Background: an optimization exercise with open tools, aiming at small area, a short achievable clock period and few clock cycles per item. Do not read the settings as production practice. In this exercise RTL edits were held to simulation tests only and were not proved equivalent to the original.

==> flow/design.v (excerpt) <==
module cxu_hexw (
    input  wire         clk,
    input  wire         rst,         
    input  wire         cmd_valid,
    output wire         cmd_ready,
    input  wire [1:0]   layout,      
    input  wire [127:0] x,           
    input  wire         pv,          
    input  wire [31:0]  prec,        
    input  wire [63:0]  first,
    input  wire [63:0]  last,
    output reg          mem_we,
    output wire [63:0]  mem_addr,
    output wire [7:0]   mem_wdata,
    input  wire         mem_ack,
    output reg          done,
    output wire [3:0]   status,
    output wire [63:0]  cursor
);
Size: roughly 330 flip-flops, roughly 440 I/O pins, about 25000 um2 of cells after synthesis.
clock: 40.0 ns
lec_check: 0
abc_area: 1
cap_margin: 20
core_margin: 2
core_utilization: 65
slew_margin: 20
tns_end_percent: 0
standard.sh (not shown) runs the stock make flow with config.mk's settings and CLKGATE_MAP_FILE= SYNTH_SCRIPT=/design/flow/synth_recipe.tcl, a recipe that flattens the netlist after the stock synthesis.
==> flow/flow/run.sh <==
#!/bin/bash
# The standard layout (standard.sh: ORFS synthesis through finish), with two changes
# to how the layout is made; the clock, I/O delays and loads are unchanged:
#  - the timing repair steps aim for a large setup slack, so they work towards a short
#    achieved period instead of stopping once the 40 ns clock is met;
#  - every input and output port still gets its own buffer, but a plain buf_1 rather than
#    the delay cell buffer_ports picks by default.
# The make output goes to standard.log; ORFS's per-step logs stay under orfs/logs.
set -euo pipefail
export SETUP_SLACK_MARGIN=31
export BUFFER_PORTS_ARGS="-buffer_cell sky130_fd_sc_hd__buf_1"
bash standard.sh > standard.log 2>&1
The starting point produced a clean layout.
Testbench counts at the start, summed over its fixed seeds: cycles 54,901, items 3,200.
Next try:
--- a/flow/flow/run.sh
+++ b/flow/flow/run.sh
@@ -10 +10 @@
-export SETUP_SLACK_MARGIN=31
+export SETUP_SLACK_MARGIN=32
Settings changed: CORE_UTILIZATION 65 to 55.
After rerunning: Via count shrinks by 3.7%. Wire length shrinks by 1.3%. Register-to-register slack improves by 0.15 ns. Clock skew shrinks by 0.0048 ns. Critical path depth does not change. Final area grows by 2.2%.
Next try:
--- a/flow/flow/run.sh
+++ b/flow/flow/run.sh
@@ -10 +10 @@
-export SETUP_SLACK_MARGIN=32
+export SETUP_SLACK_MARGIN=31
Effect: The changed run produced a clean layout. Sequential cell count is unchanged. Via count goes down by 0.70%. Routed wire length goes down by 0.75%. Cell area goes down by 1.4%. Fmax barely changes.

* * *

## run A
cxu_hexw again, from the RTL that the note above started with.
Settings: LEC_CHECK=0, ABC_AREA=1, CAP_MARGIN=20, CORE_MARGIN=2, CORE_UTILIZATION=55, CTS_BUF_LIST=sky130_fd_sc_hd__clkbuf_4, SLEW_MARGIN=20, TNS_END_PERCENT=0; clock period 40.0 ns.
==> flow/flow/run.sh <==
#!/bin/bash
# The standard layout (standard.sh: ORFS synthesis through finish), with two changes
# to how the layout is made; the clock, I/O delays and loads are unchanged:
#  - the timing repair steps aim for a large setup slack, so they work towards a short
#    achieved period instead of stopping once the 40 ns clock is met;
#  - every input and output port still gets its own buffer, but a plain buf_1 rather than
#    the delay cell buffer_ports picks by default.
# The make output goes to standard.log; ORFS's per-step logs stay under orfs/logs.
set -euo pipefail
export SETUP_SLACK_MARGIN=31
export BUFFER_PORTS_ARGS="-buffer_cell sky130_fd_sc_hd__buf_1"
bash standard.sh > standard.log 2>&1
Run A completed every stage of the flow, and the final layout passed the timing, design-rule and antenna checks.
Testbench counts of run A, summed over its fixed seeds: cycles 54,901, items 3,200.
## Diff of input files: run B against run A
- clearing CTS_BUF_LIST, which used to be sky130_fd_sc_hd__clkbuf_4
- putting GPL_TIMING_DRIVEN at 1 where nothing was set
==> notes.md <==
Compared run B against run A; average cell area after synthesis within noise.
Run A has higher latest clock arrival within the worst-skew pair than run B.
When the final numbers for run A and run B were put side by side, the antenna cell count turned out to be greater in run A.
Net count of the finished layout (run B over run A): decrease, about 1.5%
Looking at run A and run B, the global-route usage is a wash.
On time the final worst path needs with I/O delays and setup, run A loses to run B.
There was hardly any difference in synthesized instance count between run A and run B.
Looking at critical path endpoint, the cursor[39] result is from run A; the cursor[29] one comes from run B.
Compared with run A, run B shows a worst slew margin relative to its limit that is 1.5 points higher.
Comparing run A with run B, the clock edge transition at the registers on the reported setup and hold paths came out essentially unchanged.
Proportion of cell area occupied by multi-input gates: run B > run A
For run C, these inputs were changed with respect to run B:
- CTS_BUF_LIST newly set to sky130_fd_sc_hd__clkbuf_8
- GPL_TIMING_DRIVEN removed (was 1)
==> comparison <==
Re number of vias in the routed layout: run C and run B aren't equal, and the higher value belongs to run C. Changes observed in run C relative to run B: first-pass GRT wire length increased by 0.30% relative to the old numbers. Number of enable flip-flop cells after synthesis: run B vs run C identical.

[afterwards: timing with drivers on the ports]
In the flow no input, the clock included, has a driving cell. The finished layouts below were timed again as built, in two steps. Step 1, drivers: a clkbuf_16 drives clk and a buf_2 each remaining input, both assumed. Step 2 moves the port delays by t, midway between the first and last clock arrival at a register: inputs arrive t later, outputs are due t later. That takes back most of the time a late clock gives input paths. Three values: ideal ports, drivers, drivers and shift; two values: the first two.
run	shift t [ns]	slack for setup (ns)	hold WS [ns]	worst setup path after step 2	worst data-port slew with drivers (ns)
the first run of note 1	0.611	30.843 / 30.786 / 30.348	0.471 / 0.471 / 0.471	input to register	0.10
the second run of note 1	0.610	30.926 / 30.865 / 30.528	0.480 / 0.480 / 0.480	input to register	0.10
the third run of note 1	0.613	30.909 / 30.850 / 30.465	0.468 / 0.468 / 0.468	input to register	0.09
run A	0.875	30.631 / 30.573 / 30.362	0.469 / 0.469 / 0.469	input to register	0.09
run B	0.613	30.909 / 30.850 / 30.465	0.468 / 0.468 / 0.468	input to register	0.09
run C	0.701	30.816 / 30.759 / 30.441	0.465 / 0.465 / 0.465	input to register	0.09
After both steps every run listed still meets setup and hold. For the first run of note 1, which loses most, drivers alone change the setup slack by -0.057 ns; drivers and shift together by -0.495 ns.
